This is an optimization exercise on Yosys and OpenROAD, whose aim is small area, a short achievable clock period and few clock cycles per item, not a production implementation.
Where RTL was checked, it was by simulation tests only, not by an equivalence proof against the original.
Only the layout flow was run in runs 2 and 3; the RTL was not checked for function there.
Power and IR drop assume default switching activity.

===== config.mk =====
export PLATFORM = sky130hd
export DESIGN_NAME = glyph_rounder
export DESIGN_NICKNAME = glyph_rounder
export VERILOG_FILES = /design/flow/design.v
export SDC_FILE = /design/flow/constraint.sdc
export NUM_CORES = 4
export LEC_CHECK = 0
export CAP_MARGIN = 20
export CORE_MARGIN = 2
export CORE_UTILIZATION = 40
export PLACE_DENSITY = 0.6
export SLEW_MARGIN = 20

===== constraint.sdc =====
create_clock -name core_clock -period 8.0 [get_ports {clk}]
set_input_delay 1.6000 -clock core_clock [delete_from_list [all_inputs] [get_ports {clk}]]
set_output_delay 1.6000 -clock core_clock [all_outputs]
set_load 0.01 [all_outputs]

===== design.v =====
module glyph_rounder (
    input  wire       clk,
    input  wire       rst,         
    input  wire       in_valid,
    output wire       in_ready,
    input  wire [7:0] in_data,
    output wire       out_valid,
    input  wire       out_ready,
    output wire [7:0] out_data
);
    localparam [1:0] S_LOAD = 2'd0,
                     S_CALC = 2'd1,
                     S_SEND = 2'd2;
    reg [1:0] state;
    reg [2:0] row_idx;
    reg [7:0] in_rows  [0:7];
    reg [7:0] out_rows [0:7];
    assign in_ready  = (state == S_LOAD);
    assign out_valid = (state == S_SEND);
    assign out_data  = out_rows[row_idx];
    reg [5:0] count;
    integer   r, b;
    always @* begin
        count = 6'd0;
        for (r = 0; r < 8; r = r + 1)
            for (b = 0; b < 7; b = b + 1)
                count = count + {5'd0, in_rows[r][b]};
    end
    wire inv = (count > 6'd28);
    wire [8:0] pad [0:9];
    genvar gy, gx;
    assign pad[0] = 9'd0;
    assign pad[9] = 9'd0;
    generate
        for (gy = 0; gy < 8; gy = gy + 1) begin : g_ink
            assign pad[gy + 1] = {1'b0, in_rows[gy][6:0] ^ {7{inv}}, 1'b0};
        end
    endgenerate
    wire [7:0] rounded [0:7];
    generate
        for (gy = 0; gy < 8; gy = gy + 1) begin : g_row
            wire [6:0] keep;
            for (gx = 0; gx < 7; gx = gx + 1) begin : g_col
                wire ink = pad[gy + 1][gx + 1];
                wire nl  = pad[gy + 1][gx];
                wire nr  = pad[gy + 1][gx + 2];
                wire nu  = pad[gy][gx + 1];
                wire nd  = pad[gy + 2][gx + 1];
                wire corner = (nr & nd & ~nl & ~nu) |
                              (nl & nd & ~nr & ~nu) |
                              (nr & nu & ~nl & ~nd) |
                              (nl & nu & ~nr & ~nd);
                assign keep[gx] = ink & ~corner;
            end
            assign rounded[gy] = {in_rows[gy][7], keep ^ {7{inv}}};
        end
    endgenerate
    integer i;
    always @(posedge clk) begin
        if (rst) begin
            state   <= S_LOAD;
            row_idx <= 3'd0;
        end else begin
            case (state)
                S_LOAD: if (in_valid) begin
                    in_rows[row_idx] <= in_data;
                    row_idx          <= row_idx + 3'd1;
                    if (row_idx == 3'd7)
                        state <= S_CALC;
                end
                S_CALC: begin
                    for (i = 0; i < 8; i = i + 1)
                        out_rows[i] <= rounded[i];
                    state <= S_SEND;
                end
                S_SEND: if (out_ready) begin
                    row_idx <= row_idx + 3'd1;
                    if (row_idx == 3'd7)
                        state <= S_LOAD;
                end
                default: state <= S_LOAD;
            endcase
        end
    end
endmodule

===== run.sh =====
#!/bin/bash
# synth_recipe.tcl (not shown) runs the flow's synth.tcl, then flattens the netlist and writes it again
# the make line also repeats each setting of config.mk as NAME=value (left out here)
make -C /OpenROAD-flow-scripts/flow DESIGN_CONFIG=/design/flow/config.mk WORK_HOME=/design/flow/orfs CLKGATE_MAP_FILE= SYNTH_SCRIPT=/design/flow/synth_recipe.tcl finish

==> results.py, run 1 <==
metrics = {
    "run_status": {
        "status": "no timing/DRC/antenna violations",
    },
    "pwr": {
        "power.density_nw_per_um2": 405,
        "cellLeakagePower_nw": 3.42,
        "power.share.clock_pct": 21.2,
        "p_comb_share_pct": 55.1,
        "p_seq_share_pct": 23.7,
        "peakVddDrop_uv": 597,
        "sw_frac_of_total_pct": 43.5,
        "internal_power_mw": 2.09,
        "p_switching_mw": 1.61,
    },
    "placement": {
        "placed_cells": 923,
        "gp_congestion": 0.960,
        "portBuffers": 21,
        "placedInstanceArea_um2": 8540,
        "post-dp-hpwl_um": 15700,
    },
    "route": {
        "vias": 5205,
        "drtIter0Drc": 559,
        "ant_nets": 0,
        "drt_pre_antenna_iters": 4,
        "drc": 0,
        "viasPerCell": 5.45,
        "wl_um": 20700,
        "wire_per_inst_um": 21.7,
    },
    "timing": {
        "worst_pin_slew_ns": 1.22,
        "min_period_ns": 7.46,
        "drv_slew": 0,
        "max_freq_mhz": 134,
        "relSlewSlack_pct": 18.1,
        "totalNegativeSetupSlack_ns": 0,
        "whs_ns": 0.418,
        "layout_worst_path_cycle_share_pct": 93.3,
        "setup_viol": 0,
        "rsz0062_at_grt": "false",
        "hold_viol": 0,
        "finClkSkew_ns": 0.00668,
    },
    "synth": {
        "synth.distinct_cells": 50,
        "synth_fp_nets": 763,
        "ys_ff_latch": 133,
        "synthFlopType": "edfxtp_1",
        "synth_area_um2": 8180,
        "synthTopCellsByArea": "edfxtp_1, fa_1, xor2_1",
        "syn_area_per_cell_um2": 12.0,
        "synth-edff-count": 128,
        "syn_inst": 684,
        "synth_top_area_share_pct": 47.0,
        "yosysWarnings": 2,
        "async_flop_share_pct": 0,
        "synth_top_area_cell": "edfxtp_1",
        "yosysSeqAreaShare_pct": 48.2,
    },
    "critical_path": {
        "worstPathMaxFanout": 32,
        "cp-end-kind": "register",
        "cp_data_arrival_time_ns": 7.69,
        "crit_required_ns": 8.22,
        "start_kind": "register",
        "path_class": "reg2reg",
    },
    "grt": {
        "grt_max_degree": 65,
        "use_met2_pct": 30.9,
        "grt_util_met1_pct": 28.4,
        "grt_pass1_wl_um": 31600,
        "overflow": 0,
        "antenna_found_initial": 0,
        "grt_pass1_vias": 5266,
        "use_met3_pct": 3.60,
        "grt.busiest_layer": "met2",
        "grt_usage_pct": 20.1,
    },
    "floorplan": {
        "core_um2": 20200,
        "initial_core_util_pct": 40.5,
        "die_h_um": 147,
        "ios": 22,
        "die_w_um": 147,
        "rows": 52,
        "die-area_um2": 21600,
    },
    "finish": {
        "fill_cells": 1841,
        "n_antenna_cell": 0,
        "nets": 751,
        "layout_commonest_cell": "edfxtp_1",
        "stdcell_count": 955,
        "design_area_um2": 9150,
        "final_cell_mix": "edfxtp_1, inv_1, xor2_1",
        "multiInputGateArea_um2": 3710,
        "areaGrowthSynthToFinish_pct": 11.9,
        "seqCellArea_um2": 3940,
        "drive_gt1_share_pct": 11.4,
    },
    "worst_hold_path": {
        "min_path_type": "reg2reg",
    },
    "clock_tree": {
        "cts_buffers": 17,
        "clock_tree.root_cell": "clkbuf_16",
        "clock_path_buffers": 2,
        "ctsHoldBuffers": 0,
        "post-cts-setup-buffer-count": 0,
        "insertion_delay_ns": 0.43,
        "htree_levels": 4,
        "cts_sinks": 133,
        "cts_tree": "yes",
        "cts_resized": 0,
        "path_clk_slew_ns": 0.06,
    },
    "job": {
        "cap_violations": 0,
    },
}
## synthesized netlist by cell type, types with 2 or more instances
| master | count |
|---|---|
| a21oi_2 | 4 |
| nand2_1 | 29 |
| o21a_1 | 2 |
| a21oi_1 | 62 |
| inv_1 | 80 |
| buf_1 | 11 |
| buf_6 | 4 |
| fa_1 | 46 |
| o21ai_0 | 7 |
| a31oi_1 | 8 |
| and3_1 | 2 |
| a222oi_1 | 7 |
| a221oi_1 | 18 |
| a22oi_1 | 2 |
| a31oi_2 | 28 |
| a2bb2oi_1 | 7 |
| mux2i_1 | 2 |
| dfxtp_1 | 5 |
| buf_2 | 3 |
| edfxtp_1 | 128 |
| xnor2_1 | 3 |
| clkbuf_1 | 39 |
| ha_1 | 21 |
| xor2_1 | 80 |
| nor2_1 | 47 |
| nor3_1 | 2 |
| a221o_1 | 9 |
| nand2b_1 | 3 |
| nor2b_1 | 3 |
| mux2_2 | 2 |
## worst paths after layout
kind / end / start / cells after the start / slack, ns
max: out_rows[1][1] / in_rows[4][2] / 21 / 0.54
min: out_rows[5][7] / in_rows[5][7] / 0 / 0.42
max reg2reg: out_rows[1][1] / in_rows[4][2] / 21 / 0.54
min reg2reg: out_rows[5][7] / in_rows[5][7] / 0 / 0.42
## registers in the layout, indices dropped and copies added, names as in the netlist
signal    cells
in_rows      64
out_rows     64
row_idx       3
state         2
## layout make-up
type,instances,share of cell area (%)
sequential,133,43.1
clock inverter,15,1.83
timing repair buffer,26,2.84
multi-input combinational,413,40.5
clock buffer,17,4.65
tap,270,3.69
inverter,81,3.32
## metal layers
layer	share of wire [%]	vias to the layer above
met5	0	-
met4	2.8	0
met3	5.5	36
met2	47	215
met1	45	2582
li1	-	2372
## worst max-delay path: stages, from the launching register on
cell and delay [ns]:
edfxtp_1 0.52, inv_1 0.14, fa_1 0.55, inv_1 0.05, fa_1 0.50, fa_1 0.54, inv_1 0.05, fa_1 0.49
fa_1 0.52, fa_1 0.53, fa_1 0.52, fa_1 0.56, inv_1 0.04, ha_1 0.22, fa_1 0.50, o22ai_1 0.08
a21oi_1 0.11, o211a_1 0.49, buf_4 0.26, a21oi_4 0.07, buf_12 0.22, a31oi_1 0.27
## through the flow
step / util (%) / power (mW) / worst slack [ns]
CTS: 45.3 / 3.69 / 0.559
floorplan: - / 2.45 / 1.20
finish: 45.4 / 3.71 / 0.537
global placement: 42.4 / 2.87 / 0.582
global route: 45.4 / 3.91 / 0.282
detailed placement: 42.4 / 2.90 / 0.602
## logic make-up after synthesis
group / share of synthesized area, %
AOI/OAI and AO/OA: 16.0
buffers and inverters: 6.75
DFF: 48.2
and+or+nand+nor: 4.90
xor gates and xnor gates: 9.09
adders and majority gates: 14.5
muxes: 0.520
## power groups by stage
stage                     clock, mW  combinational (mW)  sequential (mW)
after global routing          0.826                2.20            0.878
final                         0.788                2.04            0.877
after global placement            0                1.98            0.891
after floorplan                   0                1.57            0.881
after CTS                     0.798                2.02            0.877
after detailed placement          0                2.01            0.891
Testbench counts, summed over its fixed seeds: cycles 54,400, items 3,200.
==> run 2: changes to the inputs <==
==> design.v (replaced) <==
module glyph_rounder (
    input  wire       clk,
    input  wire       rst,         
    input  wire       in_valid,
    output wire       in_ready,
    input  wire [7:0] in_data,
    output wire       out_valid,
    input  wire       out_ready,
    output wire [7:0] out_data
);
    reg [7:0] a [0:7];
    reg [6:0] up;
    reg [2:0] kin;           
    reg [2:0] j;             
    reg       pend;          
    reg       newrow;        
    reg [5:0] acc;           
    reg       inv_p;         
    reg [7:0] obuf, skid;
    reg       ov, sv;
    reg       rdy;
    assign in_ready  = rdy;
    assign out_valid = ov;
    assign out_data  = obuf;
    wire do_upper = pend & ~sv;
    wire do_lower = in_valid & rdy;
    wire complete = do_lower & (kin == 3'd7);
    reg  [2:0] pcr;
    wire [2:0] pc_in = in_data[0] + in_data[1] + in_data[2] + in_data[3] +
                       in_data[4] + in_data[5] + in_data[6];
    wire [5:0] tot   = acc + {3'd0, pcr};
    wire       inv_c = (tot > 6'd28);
    wire       first_cyc = newrow & (kin == 3'd0);    
    wire       inv = first_cyc ? inv_c : inv_p;
    wire [6:0] ctr = a[7][6:0];
    wire       top = (j == 3'd0);
    wire       bot = (j == 3'd7);
    wire [6:0] res0, res1;
    genvar gx;
    generate
        for (gx = 0; gx < 7; gx = gx + 1) begin : g_col
            wire l0 = (gx == 0) ? 1'b0 : ctr[(gx == 0) ? 0 : gx - 1];
            wire l1 = (gx == 0) ? 1'b1 : ctr[(gx == 0) ? 0 : gx - 1];
            wire r0 = (gx == 6) ? 1'b0 : ctr[(gx == 6) ? 6 : gx + 1];
            wire r1 = (gx == 6) ? 1'b1 : ctr[(gx == 6) ? 6 : gx + 1];
            wire u0 = top ? 1'b0 : up[gx];
            wire u1 = top ? 1'b1 : up[gx];
            wire d0 = bot ? 1'b0 : a[6][gx];
            wire d1 = bot ? 1'b1 : a[6][gx];
            wire c0 = (l0 ^ r0) & (u0 ^ d0);
            wire c1 = (l1 ^ r1) & (u1 ^ d1);
            assign res0[gx] = ctr[gx] & ~c0;
            assign res1[gx] = ctr[gx] | c1;
        end
    endgenerate
    wire [7:0] row_out = {a[7][7], inv ? res1 : res0};
    integer p;
    always @(posedge clk) begin
        if (do_lower)
            a[0] <= in_data;
        for (p = 1; p < 8; p = p + 1)
            if ((do_lower && p <= kin) || (do_upper && p > kin))
                a[p] <= a[p - 1];
        if (do_upper)
            up <= ctr;
        pcr <= pc_in;
        if (newrow) begin
            acc <= (kin == 3'd1) ? {3'd0, pcr} : tot;
            if (kin == 3'd0)
                inv_p <= inv_c;
        end
    end
    wire       take   = ov & out_ready;
    wire       ofree  = ~ov | take;
    wire [2:0] kin_n  = kin + {2'd0, do_lower};
    wire [2:0] j_n    = j + {2'd0, do_upper};
    wire       pend_n = (pend & ~(do_upper & (j == 3'd7))) | complete;
    wire       sv_n   = ofree ? 1'b0 : (sv | do_upper);
    always @(posedge clk) begin
        if (ofree)
            obuf <= sv ? skid : row_out;
        else if (do_upper)
            skid <= row_out;
    end
    always @(posedge clk) begin
        if (rst) begin
            kin    <= 3'd0;
            j      <= 3'd0;
            pend   <= 1'b0;
            newrow <= 1'b0;
            ov     <= 1'b0;
            sv     <= 1'b0;
            rdy    <= 1'b1;
        end else begin
            kin    <= kin_n;
            j      <= j_n;
            pend   <= pend_n;
            newrow <= do_lower;
            ov     <= ofree ? (sv | do_upper) : 1'b1;
            sv     <= sv_n;
            rdy    <= ~pend_n | (j_n != kin_n) | ~sv_n;
        end
    end
endmodule
==> results.py, run 2 <==
metrics = {
    "run_status": {
        "status": "no timing/DRC/antenna violations",
    },
    "grt": {
        "antenna_found_initial": 0,
        "grt_max_degree": 30,
        "grt_usage_pct": 14.5,
        "grt_util_met1_pct": 19.1,
        "use_met2_pct": 22.9,
        "use_met3_pct": 4.23,
        "grt_pass1_wl_um": 14300,
        "grt.busiest_layer": "met2",
        "grt_pass1_vias": 2756,
        "overflow": 0,
    },
    "critical_path": {
        "rrSetupSlack_ns": 5.24,
        "crit_start": "in_data[0]",
        "worstPathMaxFanout": 2,
        "cpMaxStageDelayCell": "fa_1",
        "path_class": "in2reg",
        "cp_data_arrival_time_ns": 4.09,
        "cp-end-kind": "register",
        "crit_buf_inv": 5,
        "crit_required_ns": 8.30,
        "cpLargestDelayFamily": "adder cells",
        "cpPeakStageDelay_ns": 0.55,
        "worstPathCellList": "clkdlybuf4s50_1, fa_1, inv_1, fa_1, inv_1, fa_1, inv_1, fa_1, inv_1",
        "r2r-end": "obuf[4]",
        "r2r_start": "acc[0]",
        "r2r_cells": 8,
        "start_kind": "primary input",
    },
    "floorplan": {
        "ios": 22,
        "rows": 39,
        "die-area_um2": 12800,
        "die_w_um": 113,
        "core_um2": 11500,
        "die_h_um": 113,
        "initial_core_util_pct": 41.4,
    },
    "synth": {
        "synth_top_area_cell": "edfxtp_1",
        "synth_area_um2": 4760,
        "syn_inst": 353,
        "synth_common_cells": "edfxtp_1, inv_1, a21oi_1",
        "synth.distinct_cells": 48,
        "async_flop_share_pct": 0,
        "synth_top_area_share_pct": 59.3,
        "yosysSeqAreaShare_pct": 65.1,
        "synth-edff-count": 94,
        "synthFlopType": "edfxtp_1",
        "ys_ff_latch": 108,
        "yosysWarnings": 2,
        "synthTopCellsByArea": "edfxtp_1, dfxtp_1, fa_1",
        "syn_area_per_cell_um2": 13.5,
        "synth_fp_nets": 377,
        "synth_most_common_cell": "edfxtp_1",
    },
    "clock_tree": {
        "ctsHoldBuffers": 0,
        "cts_tree": "yes",
        "htree_levels": 3,
        "insertion_delay_ns": 0.35,
        "cts_resized": 0,
        "post-cts-setup-buffer-count": 0,
        "clock_tree.root_cell": "clkbuf_16",
        "cts_sinks": 108,
        "path_clk_slew_ns": 0.08,
        "clock_path_buffers": 2,
        "cts_buffers": 9,
    },
    "finish": {
        "fin_util_pct": 46.8,
        "top_regs": "a x64, obuf x8, skid x8",
        "largest_register": "a",
        "layout_commonest_cell": "edfxtp_1",
        "nets": 393,
        "largest_register_ff_count": 64,
        "final_cell_mix": "edfxtp_1, clkdlybuf4s50_1, inv_1",
        "n_antenna_cell": 0,
        "areaGrowthSynthToFinish_pct": 13.3,
        "drive_gt1_share_pct": 8.56,
        "fill_cells": 1037,
        "stdcell_count": 517,
    },
    "placement": {
        "gp_congestion": 0.839,
        "portBuffers": 21,
        "pre_cts_slack_ns": 3.85,
        "post-dp-hpwl_um": 5810,
        "placed_cells": 500,
    },
    "route": {
        "wl_um": 8390,
        "drtIter0Drc": 195,
        "vias": 2866,
        "drt_pre_antenna_iters": 15,
        "ant_nets": 0,
        "drc": 0,
        "wire_per_inst_um": 16.2,
        "viasPerCell": 5.54,
    },
    "timing": {
        "hold_viol": 0,
        "worst_pin_slew_ns": 0.931,
        "relSlewSlack_pct": 37.8,
        "layout_worst_path_cycle_share_pct": 47.3,
        "finClkSkew_ns": 0.00699,
        "drv_slew": 0,
        "worst_slack_ns": 4.22,
        "min_period_ns": 3.78,
        "setup_viol": 0,
        "max_freq_mhz": 264,
        "rsz0062_at_grt": "false",
        "totalNegativeSetupSlack_ns": 0,
    },
    "pwr": {
        "peakVddDrop_uv": 140,
        "p_total_mw": 1.22,
        "power.density_nw_per_um2": 225,
        "cellLeakagePower_nw": 1.82,
    },
    "worst_hold_path": {
        "min_path_type": "reg2reg",
        "worst_hold_startpoint": "a[4][1]",
        "hold_depth": 0,
        "min_to": "a[5][1]",
    },
    "job": {
        "cap_violations": 0,
    },
}
[run 2: cell families (layout without fill, tap and decap cells)]
logic type      after synthesis  count (layout)  synth area share (%)
compound gates               94              94                  14.4
mux                          10              10                  2.21
flops                       108             108                  65.1
fa+ha+maj                    12              12                  3.94
xor+xnor                     13              13                  2.39
simple gates                 80              80                  8.85
buf+inv                      36              57                  3.02
[run 2: final cells by class]
| cell class | count | area (um2) | share of cell area, % |
|---|---|---|---|
| Sequential cell | 108 | 3100 | 57.5 |
| Inverter | 18 | 67.6 | 1.25 |
| Multi-Input combinational cell | 209 | 1520 | 28.2 |
| Clock buffer | 9 | 225 | 4.17 |
| Clock inverter | 7 | 77.6 | 1.44 |
| Timing Repair Buffer | 23 | 223 | 4.13 |
| Tap cell | 143 | 179 | 3.32 |
[run 2: metrics by stage]
| step | instance area, um2 | hold slack, ns |
|---|---|---|
| after CTS | 5380 | 0.423 |
| after detailed placement | 5080 | 0.405 |
| after floorplan | 4760 | 0.400 |
| final | 5400 | 0.421 |
| after global routing | 5400 | 0.428 |
| after global placement | 5080 | 0.402 |
[run 2: worst max path at each step]
| stage | endpoint | slack [ns] | cells after the start |
|---|---|---|---|
| after global placement | pcr[1] | 3.91 | 9 |
| after floorplan | pcr[1] | 4.42 | 8 |
| after global routing | pcr[1] | 4.12 | 9 |
| after detailed placement | pcr[1] | 3.85 | 9 |
| final | pcr[1] | 4.22 | 9 |
| after CTS | pcr[1] | 4.19 | 9 |
[run 2: power by group]
group | total, mW | internal (mW) | switching (mW)
Clock | 0.442 | 0.222 | 0.220
Combinational | 0.123 | 0.0568 | 0.0662
Sequential | 0.651 | 0.635 | 0.0155
[run 2: routing by layer]
layer / up-vias / share of wire, %
li1: 1415 / -
met1: 1383 / 45
met2: 57 / 48
met3: 11 / 4.5
met4: 0 / 1.8
met5: - / 0
==> run 3: changes to the inputs <==
--- a/config.mk
+++ b/config.mk
@@ -5,6 +5,7 @@
 export SDC_FILE = /design/flow/constraint.sdc
 export NUM_CORES = 4
 export LEC_CHECK = 0
+export ABC_CLOCK_PERIOD_IN_PS = 2500
 export CAP_MARGIN = 20
 export CORE_MARGIN = 2
 export CORE_UTILIZATION = 40
==> results.py, run 3 <==
metrics = {
    "finish": {
        "largest_register": "a",
        "top_regs": "a x64, obuf x8, skid x8",
        "largest_register_ff_count": 64,
        "drive_gt1_share_pct": 8.56,
        "fill_cells": 1037,
        "final_cell_mix": "edfxtp_1, clkdlybuf4s50_1, inv_1",
        "nets": 393,
        "n_antenna_cell": 0,
        "design_area_um2": 5400,
        "layout_commonest_cell": "edfxtp_1",
        "areaGrowthSynthToFinish_pct": 13.3,
    },
    "route": {
        "drt_pre_antenna_iters": 15,
        "wire_per_inst_um": 16.2,
        "ant_nets": 0,
        "wl_um": 8390,
        "drtIter0Drc": 195,
        "vias": 2866,
        "viasPerCell": 5.54,
        "drc": 0,
    },
    "clock_tree": {
        "cts_tree": "yes",
        "post-cts-setup-buffer-count": 0,
        "clock_tree.root_cell": "clkbuf_16",
        "cts_resized": 0,
        "clock_path_buffers": 2,
        "path_clk_slew_ns": 0.08,
        "ctsHoldBuffers": 0,
        "htree_levels": 3,
        "cts_sinks": 108,
        "cts_buffers": 9,
        "insertion_delay_ns": 0.35,
    },
    "synth": {
        "synthFlopType": "edfxtp_1",
        "synth_fp_nets": 377,
        "synthTopCellsByArea": "edfxtp_1, dfxtp_1, fa_1",
        "ys_ff_latch": 108,
        "synth_top_area_cell": "edfxtp_1",
        "syn_inst": 353,
        "syn_area_per_cell_um2": 13.5,
        "synth_most_common_cell": "edfxtp_1",
        "synth_area_um2": 4760,
        "yosysSeqAreaShare_pct": 65.1,
        "yosysWarnings": 2,
        "synth-edff-count": 94,
        "async_flop_share_pct": 0,
        "synth_common_cells": "edfxtp_1, inv_1, a21oi_1",
        "synth_top_area_share_pct": 59.3,
        "synth.distinct_cells": 48,
    },
    "job": {
        "cap_violations": 0,
    },
    "timing": {
        "worst_pin_slew_ns": 0.931,
        "layout_worst_path_cycle_share_pct": 47.3,
        "hold_viol": 0,
        "drv_slew": 0,
        "whs_ns": 0.421,
        "setup_viol": 0,
        "finClkSkew_ns": 0.00699,
        "relSlewSlack_pct": 37.8,
        "min_period_ns": 3.78,
        "rsz0062_at_grt": "false",
        "worst_slack_ns": 4.22,
        "totalNegativeSetupSlack_ns": 0,
        "max_freq_mhz": 264,
    },
    "floorplan": {
        "die_w_um": 113,
        "die_h_um": 113,
        "core_um2": 11500,
        "die-area_um2": 12800,
        "initial_core_util_pct": 41.4,
        "ios": 22,
        "rows": 39,
    },
    "worst_hold_path": {
        "min_path_type": "reg2reg",
    },
    "run_status": {
        "status": "no timing/DRC/antenna violations",
    },
    "pwr": {
        "power.density_nw_per_um2": 225,
        "cellLeakagePower_nw": 1.82,
        "p_total_mw": 1.22,
        "peakVddDrop_uv": 140,
    },
    "grt": {
        "overflow": 0,
        "grt_pass1_vias": 2756,
        "antenna_found_initial": 0,
        "grt_usage_pct": 14.5,
        "grt_max_degree": 30,
        "grt_pass1_wl_um": 14300,
    },
    "placement": {
        "post-dp-hpwl_um": 5810,
        "portBuffers": 21,
        "gp_congestion": 0.839,
        "placedInstanceArea_um2": 5080,
        "pre_cts_slack_ns": 3.85,
    },
    "critical_path": {
        "path_class": "in2reg",
        "start_kind": "primary input",
        "cp-end-kind": "register",
        "cp_data_arrival_time_ns": 4.09,
        "crit_required_ns": 8.30,
        "worstPathMaxFanout": 2,
    },
}
-- run 3: cell counts in the layout (fill, tap and decap cells not counted) --
Identical to the previous run, type by type.
-- run 3: worst max-delay path, cell delays in order --
cell and delay (ns):
clkdlybuf4s50_1 0.44, fa_1 0.55, inv_1 0.05, fa_1 0.49
inv_1 0.05, fa_1 0.35, inv_1 0.07, fa_1 0.41
inv_1 0.06
-- run 3: layout make-up --
class | instances | area [um2] | share of cell area, %
Clock inverter | 7 | 77.6 | 1.44
Inverter | 18 | 67.6 | 1.25
Sequential cell | 108 | 3100 | 57.5
Timing Repair Buffer | 23 | 223 | 4.13
Multi-Input combinational cell | 209 | 1520 | 28.2
Tap cell | 143 | 179 | 3.32
Clock buffer | 9 | 225 | 4.17
-- run 3: worst paths after layout --
check	startpoint	endpoint	slack (ns)	cells after the start
worst max-delay path	in_data[0]	pcr[1]	4.22	9
worst min-delay path	a[4][1]	a[5][1]	0.42	0
worst max register to register	acc[0]	obuf[4]	5.24	8
worst min register to register	a[4][1]	a[5][1]	0.42	0
-- run 3: power by group --
part           total, mW  internal [mW]  switching, mW
Sequential         0.651          0.635         0.0155
Combinational      0.123         0.0568         0.0662
Clock              0.442          0.222          0.220
Total               1.22          0.914          0.302
-- run 3: metrics by stage --
stage	cells	utilization, %
2_1_floorplan	353	-
3_3_place_gp	499	44.1
3_5_place_dp	500	44.1
4_1_cts	516	46.8
5_1_grt	517	46.8
6_report	517	46.8
-- run 3: per-layer routing --
layer | up-vias | GRT usage, % | wire length (um)
met5 | - | 0 | 0
met4 | 0 | 5.12 | 148
met3 | 11 | 4.23 | 378
met2 | 57 | 22.9 | 4060
met1 | 1383 | 19.1 | 3800
li1 | 1415 | - | -
-- run 3: kinds of logic after synthesis --
family | count (synthesis) | share of synthesized area [%]
AO/OA/AOI/OAI | 94 | 14.4
flip-flops | 108 | 65.1
adder cells (fa/ha/maj) | 12 | 3.94
AND/OR/NAND/NOR | 80 | 8.85
buffers and inverters | 36 | 3.02
multiplexers | 10 | 2.21
XOR/XNOR | 13 | 2.39
==> run 4: changes to the inputs <==
--- a/design.v
+++ b/design.v
@@ -25,35 +25,26 @@
     wire do_upper = pend & ~sv;
     wire do_lower = in_valid & rdy;
     wire complete = do_lower & (kin == 3'd7);
-    reg  [2:0] pcr;
-    wire [2:0] pc_in = in_data[0] + in_data[1] + in_data[2] + in_data[3] +
-                       in_data[4] + in_data[5] + in_data[6];
-    wire [5:0] tot   = acc + {3'd0, pcr};
+    wire [2:0] pc = a[0][0] + a[0][1] + a[0][2] + a[0][3] +
+                    a[0][4] + a[0][5] + a[0][6];
+    wire [5:0] tot   = acc + {3'd0, pc};
     wire       inv_c = (tot > 6'd28);
     wire       first_cyc = newrow & (kin == 3'd0);    
     wire       inv = first_cyc ? inv_c : inv_p;
     wire [6:0] ctr = a[7][6:0];
-    wire       top = (j == 3'd0);
-    wire       bot = (j == 3'd7);
-    wire [6:0] res0, res1;
+    wire [6:0] dn  = (j == 3'd7) ? {7{inv}} : a[6][6:0];
+    wire [6:0] upv = (j == 3'd0) ? {7{inv}} : up;
+    wire [6:0] vx  = upv ^ dn;
+    wire [8:0] hp  = {inv, ctr, inv};
+    wire [6:0] res;
     genvar gx;
     generate
         for (gx = 0; gx < 7; gx = gx + 1) begin : g_col
-            wire l0 = (gx == 0) ? 1'b0 : ctr[(gx == 0) ? 0 : gx - 1];
-            wire l1 = (gx == 0) ? 1'b1 : ctr[(gx == 0) ? 0 : gx - 1];
-            wire r0 = (gx == 6) ? 1'b0 : ctr[(gx == 6) ? 6 : gx + 1];
-            wire r1 = (gx == 6) ? 1'b1 : ctr[(gx == 6) ? 6 : gx + 1];
-            wire u0 = top ? 1'b0 : up[gx];
-            wire u1 = top ? 1'b1 : up[gx];
-            wire d0 = bot ? 1'b0 : a[6][gx];
-            wire d1 = bot ? 1'b1 : a[6][gx];
-            wire c0 = (l0 ^ r0) & (u0 ^ d0);
-            wire c1 = (l1 ^ r1) & (u1 ^ d1);
-            assign res0[gx] = ctr[gx] & ~c0;
-            assign res1[gx] = ctr[gx] | c1;
+            wire c = (hp[gx] ^ hp[gx + 2]) & vx[gx];
+            assign res[gx] = c ? inv : ctr[gx];
         end
     endgenerate
-    wire [7:0] row_out = {a[7][7], inv ? res1 : res0};
+    wire [7:0] row_out = {a[7][7], res};
     integer p;
     always @(posedge clk) begin
         if (do_lower)
@@ -63,9 +54,8 @@
                 a[p] <= a[p - 1];
         if (do_upper)
             up <= ctr;
-        pcr <= pc_in;
         if (newrow) begin
-            acc <= (kin == 3'd1) ? {3'd0, pcr} : tot;
+            acc <= (kin == 3'd1) ? {3'd0, pc} : tot;
             if (kin == 3'd0)
                 inv_p <= inv_c;
         end
--- a/config.mk
+++ b/config.mk
@@ -5,7 +5,6 @@
 export SDC_FILE = /design/flow/constraint.sdc
 export NUM_CORES = 4
 export LEC_CHECK = 0
-export ABC_CLOCK_PERIOD_IN_PS = 2500
 export CAP_MARGIN = 20
 export CORE_MARGIN = 2
 export CORE_UTILIZATION = 40
==> results.py, run 4 <==
metrics = {
    "clock_tree": {
        "post-cts-setup-buffer-count": 0,
        "clock_path_buffers": 2,
        "cts_sinks": 105,
        "cts_resized": 0,
        "clock_tree.root_cell": "clkbuf_8",
        "cts_tree": "yes",
        "insertion_delay_ns": 0.37,
        "htree_levels": 3,
        "cts_buffers": 9,
        "path_clk_slew_ns": 0.10,
        "ctsHoldBuffers": 0,
    },
    "synth": {
        "yosysWarnings": 2,
        "synth.distinct_cells": 43,
        "syn_area_per_cell_um2": 14.9,
        "synthTopCellsByArea": "edfxtp_1, dfxtp_1, fa_1",
        "synth_common_cells": "edfxtp_1, inv_1, nand2_1, nor2_1, nor2b_1",
        "synth_area_um2": 4490,
        "synth-edff-count": 94,
        "ys_ff_latch": 105,
        "synth_top_area_cell": "edfxtp_1",
        "synth_top_area_share_pct": 62.9,
        "syn_inst": 301,
        "synth_fp_nets": 325,
        "yosysSeqAreaShare_pct": 67.8,
        "async_flop_share_pct": 0,
        "synthFlopType": "edfxtp_1",
        "synth_most_common_cell": "edfxtp_1",
    },
    "route": {
        "drtIter0Drc": 129,
        "wl_um": 7660,
        "ant_nets": 0,
        "drc": 0,
        "drt_pre_antenna_iters": 4,
        "vias": 2523,
        "wire_per_inst_um": 16.4,
        "viasPerCell": 5.39,
    },
    "pwr": {
        "internal_power_uw": 823,
        "power.density_nw_per_um2": 216,
        "p_seq_share_pct": 57.8,
        "p_comb_share_pct": 12.1,
        "sw_frac_of_total_pct": 24.1,
        "peakVddDrop_uv": 108,
        "power.share.clock_pct": 30.1,
        "cellLeakagePower_nw": 1.77,
        "p_switching_uw": 261,
    },
    "placement": {
        "post-dp-hpwl_um": 5230,
        "portBuffers": 21,
        "gp_congestion": 0.809,
        "placedInstanceArea_um2": 4830,
        "pre_cts_slack_ns": 2.51,
    },
    "timing": {
        "totalNegativeSetupSlack_ns": 0,
        "relSlewSlack_pct": 29.7,
        "rsz0062_at_grt": "false",
        "worst_slack_ns": 2.52,
        "hold_viol": 0,
        "drv_slew": 0,
        "max_freq_mhz": 182,
        "setup_viol": 0,
        "min_period_ns": 5.48,
        "finClkSkew_ns": 0.0152,
        "worst_pin_slew_ns": 1.05,
        "layout_worst_path_cycle_share_pct": 68.6,
    },
    "grt": {
        "grt_usage_pct": 14.2,
        "use_met2_pct": 23.0,
        "overflow": 0,
        "grt_util_met1_pct": 18.2,
        "grt_pass1_vias": 2548,
        "grt_max_degree": 19,
        "antenna_found_initial": 0,
        "grt_pass1_wl_um": 12700,
        "grt.busiest_layer": "met2",
        "use_met3_pct": 3.20,
    },
    "finish": {
        "nets": 347,
        "largest_register_ff_count": 64,
        "areaGrowthSynthToFinish_pct": 12.0,
        "design_area_um2": 5030,
        "drive_gt1_share_pct": 8.84,
        "top_regs": "a x64, obuf x8, skid x8",
        "layout_commonest_cell": "edfxtp_1",
        "n_antenna_cell": 0,
        "largest_register": "a",
        "final_cell_mix": "edfxtp_1, clkdlybuf4s50_1, inv_1",
    },
    "critical_path": {
        "cp_data_arrival_time_ns": 5.61,
        "cpMaxStageDelayCell": "a211oi_4",
        "cpPeakStageDelay_ns": 0.68,
        "start_kind": "register",
        "worstPathCellList": "fa_1, inv_1, fa_1, fa_1, fa_1, fa_1, nand2b_1, a221oi_2, and4bb_4, a211oi_4, a221oi_1, a31o_1, o311ai_1, mux2_1",
        "crit_required_ns": 8.12,
        "path_common_cell": "fa_1",
        "path_class": "reg2reg",
        "cp-end-kind": "register",
        "worstPathMaxFanout": 18,
    },
    "floorplan": {
        "die-area_um2": 12100,
        "core_um2": 10900,
        "rows": 38,
        "initial_core_util_pct": 41.2,
        "ios": 22,
        "die_h_um": 110,
        "die_w_um": 110,
    },
    "job": {
        "cap_violations": 0,
    },
    "worst_hold_path": {
        "min_path_type": "reg2reg",
    },
    "run_status": {
        "status": "no timing/DRC/antenna violations",
    },
}
## run 4: cell types whose count changed after synthesis, sizes merged, moves of 6 or more
cell	delta
a21oi	-12
a31o	+6
nand3	-7
nor2b	+6
nor4	-10
o21a	-6
o22ai	-7
o31ai	-9
## run 4: final timing paths
path | from | end | slack, ns | depth (start not counted)
setup reg to reg | a[0][0] | skid[3] | 2.52 | 14
hold / removal | a[4][5] | a[5][5] | 0.42 | 0
setup / recovery | a[0][0] | skid[3] | 2.52 | 14
hold reg to reg | a[4][5] | a[5][5] | 0.42 | 0
## run 4: metal layers
layer	part of all wire (%)	wire length, um	vias to the layer above
met1	46	3490	1252
met3	4.0	304	15
met2	49	3720	69
met4	1.9	142	0
met5	0	0	-
li1	-	-	1187
## run 4: logic make-up after synthesis
logic type	count (synthesis)	synth area share, %
adder cells (fa/ha/maj)	12	4.18
AND/OR/NAND/NOR	68	8.22
buffers and inverters	30	2.65
flip-flops	105	67.8
XOR/XNOR	14	2.73
AO/OA/AOI/OAI	56	10.6
multiplexers	16	3.82
## run 4: cell type report
type | instances | area [um2]
Clock inverter | 5 | 63.8
Tap cell | 140 | 175
Inverter | 20 | 75.1
Timing Repair Buffer | 21 | 210
Clock buffer | 11 | 131
Sequential cell | 105 | 3040
Fill cell | 959 | 5860
Multi-Input combinational cell | 166 | 1330
## run 4: power groups by stage
stage | sequential, mW | clock, mW | combinational [mW]
6_report | 0.626 | 0.327 | 0.131
5_1_grt | 0.628 | 0.354 | 0.150
4_1_cts | 0.626 | 0.337 | 0.133
3_5_place_dp | 0.639 | 0 | 0.133
3_3_place_gp | 0.638 | 0 | 0.127
2_1_floorplan | 0.636 | 0 | 0.102
## run 4: metrics by stage
step / power, mW / hold WS (ns) / instances / util, %
3_3_place_gp: 0.765 / 0.401 / 452 / 44.4
2_1_floorplan: 0.738 / 0.400 / 301 / -
3_5_place_dp: 0.771 / 0.405 / 452 / 44.4
5_1_grt: 1.13 / 0.428 / 468 / 46.2
4_1_cts: 1.10 / 0.426 / 468 / 46.2
6_report: 1.08 / 0.424 / 468 / 46.2
## run 4: worst max-delay path: cells and delay by family (launching register included)
kind,cells,cell delay [ns]
adders and majority gates,5,2.44
AOI/OAI and AO/OA,5,1.55
DFF,1,0.43
muxes,1,0.39
and+or+nand+nor,2,0.38
buffers and inverters,1,0.05
Testbench counts of run 4, summed over its fixed seeds: cycles 25,672, items 3,200.
==> run 5: changes to the inputs <==
--- a/config.mk
+++ b/config.mk
@@ -5,8 +5,10 @@
 export SDC_FILE = /design/flow/constraint.sdc
 export NUM_CORES = 4
 export LEC_CHECK = 0
+export ABC_CLOCK_PERIOD_IN_PS = 2500
 export CAP_MARGIN = 20
 export CORE_MARGIN = 2
 export CORE_UTILIZATION = 40
 export PLACE_DENSITY = 0.6
+export SETUP_SLACK_MARGIN = 5.0
 export SLEW_MARGIN = 20
==> results.py, run 5 <==
metrics = {
    "run_status": {
        "status": "no timing/DRC/antenna violations",
    },
    "pwr": {
        "peakVddDrop_uv": 129,
        "power.density_nw_per_um2": 219,
        "p_total_mw": 1.19,
        "cellLeakagePower_nw": 1.92,
    },
    "timing": {
        "layout_worst_path_cycle_share_pct": 62.2,
        "drv_slew": 0,
        "max_freq_mhz": 201,
        "whs_ns": 0.419,
        "worst_slack_ns": 3.02,
        "rsz0062_at_grt": "true",
        "totalNegativeSetupSlack_ns": 0,
        "relSlewSlack_pct": 19.9,
        "hold_viol": 0,
        "finClkSkew_ns": 0.0128,
        "worst_pin_slew_ns": 1.19,
        "setup_viol": 0,
        "min_period_ns": 4.98,
    },
    "worst_hold_path": {
        "min_path_type": "reg2reg",
    },
    "critical_path": {
        "cp_data_arrival_time_ns": 5.11,
        "path_common_cell": "fa_2",
        "path_class": "reg2reg",
        "cpMaxStageDelayCell": "fa_2",
        "crit_buf_inv": 3,
        "worstPathMaxFanout": 7,
        "start_kind": "register",
        "cpLargestDelayFamily": "adder cells",
        "cp-end-kind": "register",
        "worstPathCellList": "fa_1, inv_1, fa_1, fa_2, fa_2, fa_2, nand2b_4, a221oi_4, and4bb_4, a211oi_4, buf_4, buf_12, a221oi_2, a31o_1, o311ai_1, mux2_1",
        "rrSetupSlack_ns": 3.02,
        "crit_required_ns": 8.14,
        "cpPeakStageDelay_ns": 0.58,
    },
    "synth": {
        "ys_ff_latch": 105,
        "synth.distinct_cells": 43,
        "synth-edff-count": 94,
        "yosysWarnings": 2,
        "synth_fp_nets": 325,
        "yosysSeqAreaShare_pct": 67.8,
        "syn_inst": 301,
        "synth_area_um2": 4490,
        "syn_area_per_cell_um2": 14.9,
        "synthTopCellsByArea": "edfxtp_1, dfxtp_1, fa_1",
        "synth_top_area_share_pct": 62.9,
        "synth_common_cells": "edfxtp_1, inv_1, nand2_1, nor2_1, nor2b_1",
        "synth_top_area_cell": "edfxtp_1",
        "synthFlopType": "edfxtp_1",
        "synth_most_common_cell": "edfxtp_1",
        "async_flop_share_pct": 0,
    },
    "clock_tree": {
        "clock_tree.root_cell": "clkbuf_8",
        "insertion_delay_ns": 0.38,
        "clock_path_buffers": 2,
        "cts_sinks": 105,
        "htree_levels": 3,
        "path_clk_slew_ns": 0.12,
        "ctsHoldBuffers": 0,
        "cts_buffers": 9,
        "cts_tree": "yes",
    },
    "floorplan": {
        "die-area_um2": 12100,
        "initial_core_util_pct": 41.2,
        "die_w_um": 110,
        "core_um2": 10900,
        "ios": 22,
        "rows": 38,
        "die_h_um": 110,
    },
    "job": {
        "cap_violations": 0,
    },
    "finish": {
        "nets": 365,
        "layout_commonest_cell": "edfxtp_1",
        "final_cell_mix": "edfxtp_1, clkdlybuf4s50_1, inv_1",
        "design_area_um2": 5440,
        "largest_register_ff_count": 64,
        "areaGrowthSynthToFinish_pct": 21.2,
        "n_antenna_cell": 0,
        "largest_register": "a",
        "top_regs": "a x64, obuf x8, skid x8",
        "drive_gt1_share_pct": 22.8,
        "stdcell_count": 486,
        "fin_util_pct": 50.0,
    },
    "route": {
        "ant_nets": 0,
        "drc": 0,
        "wl_um": 7950,
        "vias": 2617,
        "wire_per_inst_um": 16.4,
        "drtIter0Drc": 109,
        "viasPerCell": 5.38,
        "drt_pre_antenna_iters": 5,
    },
    "grt": {
        "grt_usage_pct": 13.9,
        "grt_pass1_wl_um": 12700,
        "grt_pass1_vias": 2658,
        "grt_max_degree": 24,
        "overflow": 0,
        "antenna_found_initial": 0,
    },
    "placement": {
        "pre_cts_slack_ns": 2.61,
        "portBuffers": 21,
        "gp_congestion": 0.796,
        "placedInstanceArea_um2": 4870,
        "placed_cells": 452,
        "post-dp-hpwl_um": 5110,
    },
}
==> run 5: layout make-up <==
cell class | instances | area, um2
well taps | 140 | 175
fillers | 924 | 5450
inverters | 20 | 78.8
multi-input cells | 166 | 1550
clock buffers | 9 | 124
repair buffers | 39 | 379
flip-flops and latches | 105 | 3040
clock inverters | 7 | 96.3
==> run 5: final timing paths <==
check / startpoint / end / cells after the start
max: a[0][0] / skid[1] / 16
max reg2reg: a[0][0] / skid[1] / 16
min: a[5][4] / a[6][4] / 0
min reg2reg: a[5][4] / a[6][4] / 0
==> run 5: metal layers <==
layer	up-vias	routed length, um	part of all wire, %	GRT usage (%)
li1	1220	-	-	-
met1	1318	3350	42	16.6
met2	65	4130	52	24.1
met3	14	330	4.2	3.91
met4	0	136	1.7	4.70
met5	-	0	0	0
==> run 5: kinds of logic (layout without fill, tap and decap cells) <==
kind of cell    after synthesis  in the layout  synth area share, %
compound gates               56             56                 10.6
simple gates                 68             68                 8.22
xor+xnor                     14             14                 2.73
buf+inv                      30             75                 2.65
flops                       105            105                 67.8
fa+ha+maj                    12             12                 4.18
mux                          16             16                 3.82
==> run 5: power by group <==
part | total, mW | internal (mW) | switching (mW)
logic | 0.215 | 0.115 | 0.0998
clock network | 0.348 | 0.132 | 0.216
registers | 0.628 | 0.615 | 0.0122
==> run 5: repair_timing <==
action,4_1_cts,5_1_grt
cloned,0,1
buffers inserted,10,7
endpoints found under the setup margin,39,29
resized for setup,15,18
pin swaps,4,11

static timing again, ports no longer ideal:
No port has a modelled driver above. Below, the same layouts with a new extraction and two added sets of constraints.
Step 1: set_driving_cell puts a clkbuf_16 on clk and a buf_2 on each other input, an assumption about the parent block.
Step 2 moves the port delays by t, midway between the first and last clock arrival at a register: inputs arrive t later, outputs are due t later. That takes back most of the time a late clock gives input paths.
Three values: ideal, step 1, step 2; two values: the first two.
run | t, ns | setup slack, ns | worst setup path after step 2 | clock arrival spread, ns | worst slew at a driven data input, ns
run 1 | 0.465 | 0.537 / 0.537 / 0.537 | register to register | 0.007 / 0.007 | 0.03
run 2 | 0.388 | 4.219 / 4.234 / 3.846 | input to register | 0.008 / 0.008 | 0.03
run 3 | 0.388 | 4.219 / 4.234 / 3.846 | input to register | 0.008 / 0.008 | 0.03
run 4 | 0.392 | 2.516 / 2.516 / 2.516 | register to register | 0.016 / 0.016 | 0.03
run 5 | 0.403 | 3.025 / 3.025 / 3.025 | register to register | 0.017 / 0.016 | 0.03
After both steps setup and hold are still met in every run listed.
